What follows belongs to an exercise in optimizing a design on an open flow for small area, a short achievable clock period and few clock cycles per item; a production flow would make more cautious choices.
In this exercise RTL edits were held to simulation tests only and were not proved equivalent to the original.
Power figures rest on the tool's default switching activity, not on a simulated workload.

main:
// blink_quantizer
module blink_quantizer (
    input  wire        clk,
    input  wire        rst,
    input  wire        req_valid,
    output wire        req_ready,
    input  wire [63:0] req_on_ms,
    input  wire [63:0] req_off_ms,
    output wire        resp_valid,
    output wire [1:0]  resp_path,
    output wire [6:0]  resp_num_steps,
    output wire [7:0]  resp_on_code,
    output wire [63:0] resp_on_ms,
    output wire [63:0] resp_off_ms
);
    reg         v0, hi0;
    reg  [63:0] xr, yr;
    reg         w_busy;
    wire        w_busy_nx;
    reg         stall;
    wire        go;
    wire        hi_in  = |req_on_ms[63:15] | |req_off_ms[63:15];
    wire        v0_nx  = ~rst & (stall ? v0 & ~go : req_valid);
    wire        hi0_nx = stall ? hi0 : hi_in;
    assign req_ready = ~stall;
    always @(posedge clk) begin
        v0    <= v0_nx;
        stall <= v0_nx & hi0_nx & w_busy_nx;
        if (~stall) begin
            hi0 <= hi_in;
  ...
For scale: about 3800 cells after synthesis, roughly 680 flip-flops, about 37000 um2 of cells after synthesis.
==> flow/config.mk <==
export PLATFORM = sky130hd
export DESIGN_NAME = blink_quantizer
export DESIGN_NICKNAME = blink_quantizer
export VERILOG_FILES = /design/flow/design.v
export SDC_FILE = /design/flow/constraint.sdc
export NUM_CORES = 4
export LEC_CHECK = 0
export CAP_MARGIN = 20
export CORE_MARGIN = 2
export CORE_UTILIZATION = 40
export CTS_CLUSTER_DIAMETER = 100
export CTS_CLUSTER_SIZE = 20
export SLEW_MARGIN = 20
==> flow/constraint.sdc <==
create_clock -name core_clock -period 12.0 [get_ports {clk}]
set_input_delay 2.4000 -clock core_clock [delete_from_list [all_inputs] [get_ports {clk}]]
set_output_delay 2.4000 -clock core_clock [all_outputs]
set_load 0.01 [all_outputs]
standard.sh (not shown) runs the stock make flow with config.mk's settings and CLKGATE_MAP_FILE= SYNTH_SCRIPT=/design/flow/synth_recipe.tcl, a recipe that flattens the netlist after the stock synthesis.
==> flow/flow/run.sh <==
#!/bin/bash
# Layout flow: the standard flow (standard synthesis, floorplan, placement,
# CTS, routing, finish) at the design's clock period and constraints, with
# two changes to how the layout is made:
#  - the resizer's setup repair after CTS and after global routing is asked
#    to leave extra slack (SETUP_SLACK_MARGIN), so that the critical paths
#    come out faster than the 12 ns constraint requires;
#  - every input and output port still gets its own buffer, but the port
#    buffers start as the smallest buffer cell (the repair upsizes the ones
#    on critical paths).
# The make output of the whole run goes to layout.log in this folder; ORFS
# keeps each tool's own log under orfs/logs/.
set -euo pipefail
MARGIN=${MARGIN:-8}
bash standard.sh SETUP_SLACK_MARGIN="$MARGIN" \
    "BUFFER_PORTS_ARGS=-buffer_cell sky130_fd_sc_hd__buf_1" finish > layout.log 2>&1
test -f out/final.def
Testbench counts of main, summed over its fixed seeds: cycles 3,396, items 3,200.
## Diff of input files: the feature branch against main
-- flow/flow/run.sh --
<<< main, line 14
MARGIN=${MARGIN:-8}
>>> the feature branch, line 14
MARGIN=${MARGIN:-8.15}
==> notes.md <==
- The feature branch vs main, met2 wirelength from detailed routing went up by 210 um.
- Compared the feature branch vs main, and least setup slack across all paths after layout is up in the feature branch.
- Comparing the feature branch and main, the higher critical path depth in cells is on main.
- From the feature branch to main, maximum buffer depth of the clock tree did not move at all.
- Status: total power parity (main, the feature branch)
- Post-layout minimum cycle time ends up lower on the feature branch.
- On worst hold margin, the feature branch and main are neck and neck.
- The combinational gate power of main and that of the feature branch are within noise of each other.

========
Another version of the RTL of blink_quantizer (not shown whole).
Size: roughly 3700 cells after synthesis, about 710 flip-flops, ~280 I/O pins, ~37000 um2 of cells after synthesis.
Design blink_quantizer, start of the top module:
module blink_quantizer (
    input  wire        clk,
    input  wire        rst,
    input  wire        req_valid,
    output wire        req_ready,
    input  wire [63:0] req_on_ms,
    input  wire [63:0] req_off_ms,
    output wire        resp_valid,
    output wire [1:0]  resp_path,
    output wire [6:0]  resp_num_steps,
    output wire [7:0]  resp_on_code,
    output wire [63:0] resp_on_ms,
    output wire [63:0] resp_off_ms
);
    reg         v0, hi0;
    reg  [63:0] xr, yr;
    reg         w_busy;
    reg         stall;
    wire        w_busy_nx;
    wire        hi_in  = |req_on_ms[63:15] | |req_off_ms[63:15];
    wire        v0_nx  = ~rst & (stall ? v0 : req_valid);
    wire        hi0_nx = stall ? hi0 : hi_in;
    assign req_ready = ~stall;
    always @(posedge clk) begin
        v0    <= v0_nx;
        stall <= v0_nx & hi0_nx & w_busy_nx;
        if (~stall) begin
            hi0 <= hi_in;
            xr  <= req_on_ms;
            yr  <= req_off_ms;
        end
    end
    wire on_z   = ~|xr;
    wire off_z  = ~|yr;
    wire p1     = off_z & ~on_z;
    wire p2     = on_z & ~off_z;
    wire gen    = ~(p1 | p2);
    wire [15:0] xn, yn, xt, yt;
    genvar g;
    generate
        for (g = 0; g < 16; g = g + 1) begin : NB
            assign xn[g] = |xr[4*g+3:4*g];
  ...
clock: 12.0 ns
lec_check: 0
cap_margin: 20
core_margin: 2
core_utilization: 65
slew_margin: 20
run.sh (not shown) runs the stock make flow with config.mk's settings and CLKGATE_MAP_FILE= SYNTH_SCRIPT=/design/flow/synth_recipe.tcl, a recipe that flattens the netlist after the stock synthesis.
Stock flow here: none of the scripts above is used.
The starting point finished clean.
Testbench counts at the start, summed over its fixed seeds: cycles 3,571, items 3,200.
Then changed:
Settings changed: CORE_UTILIZATION 65 to 40.
Sequential power is about the same.
Non-clock buffer count climbs by 2.
Design area came out higher by 2.0%.
Synthesized cell count is unchanged.
Sequential cell count stays the same.
First-iteration DRC count went down by 28%.
Worst setup slack is better by 0.43 ns.
Sequential share of layout area decreases by 0.73 points.
Clock skew decreases by 0.0095 ns.
Die area grows by 61%.
Count of clock-buffer cells in the layout grows by 12.

[separate check: timing with driven ports]
The flow's constraints put no driver on any port. The routed layouts listed below were extracted and timed again, unchanged, in two steps.
Step 1 (the two cells are an assumption about what drives the block):
set clk [get_ports {clk}]
set_driving_cell -lib_cell sky130_fd_sc_hd__clkbuf_16 $clk
set_driving_cell -lib_cell sky130_fd_sc_hd__buf_2 [delete_from_list [all_inputs] $clk]
Step 2 times the ports against the registers' clock, not the clock port: input delays grow and output delays shrink by t, the midpoint of the rising clock arrivals with the driver on.
Slacks: ideal / step 1 / step 2; pairs: ideal / step 1.
run | t (ns) | setup slack, ns | worst slew at a driven data input, ns | pins driven straight from the clock port
main | 0.667 | 8.012 / 8.012 / 7.486 | 0.05 | 1
the feature branch | 0.658 | 8.169 / 8.102 / 7.744 | 0.05 | 1
the first run of note 2 | 0.683 | 6.827 / 6.827 / 6.757 | 0.06 | 1
the second run of note 2 | 0.700 | 7.255 / 7.255 / 7.255 | 0.11 | 1
After both steps setup and hold are still met in every run listed. The setup slack of main, which loses most, moves by 0.000 ns with the drivers and by -0.526 ns with both steps.
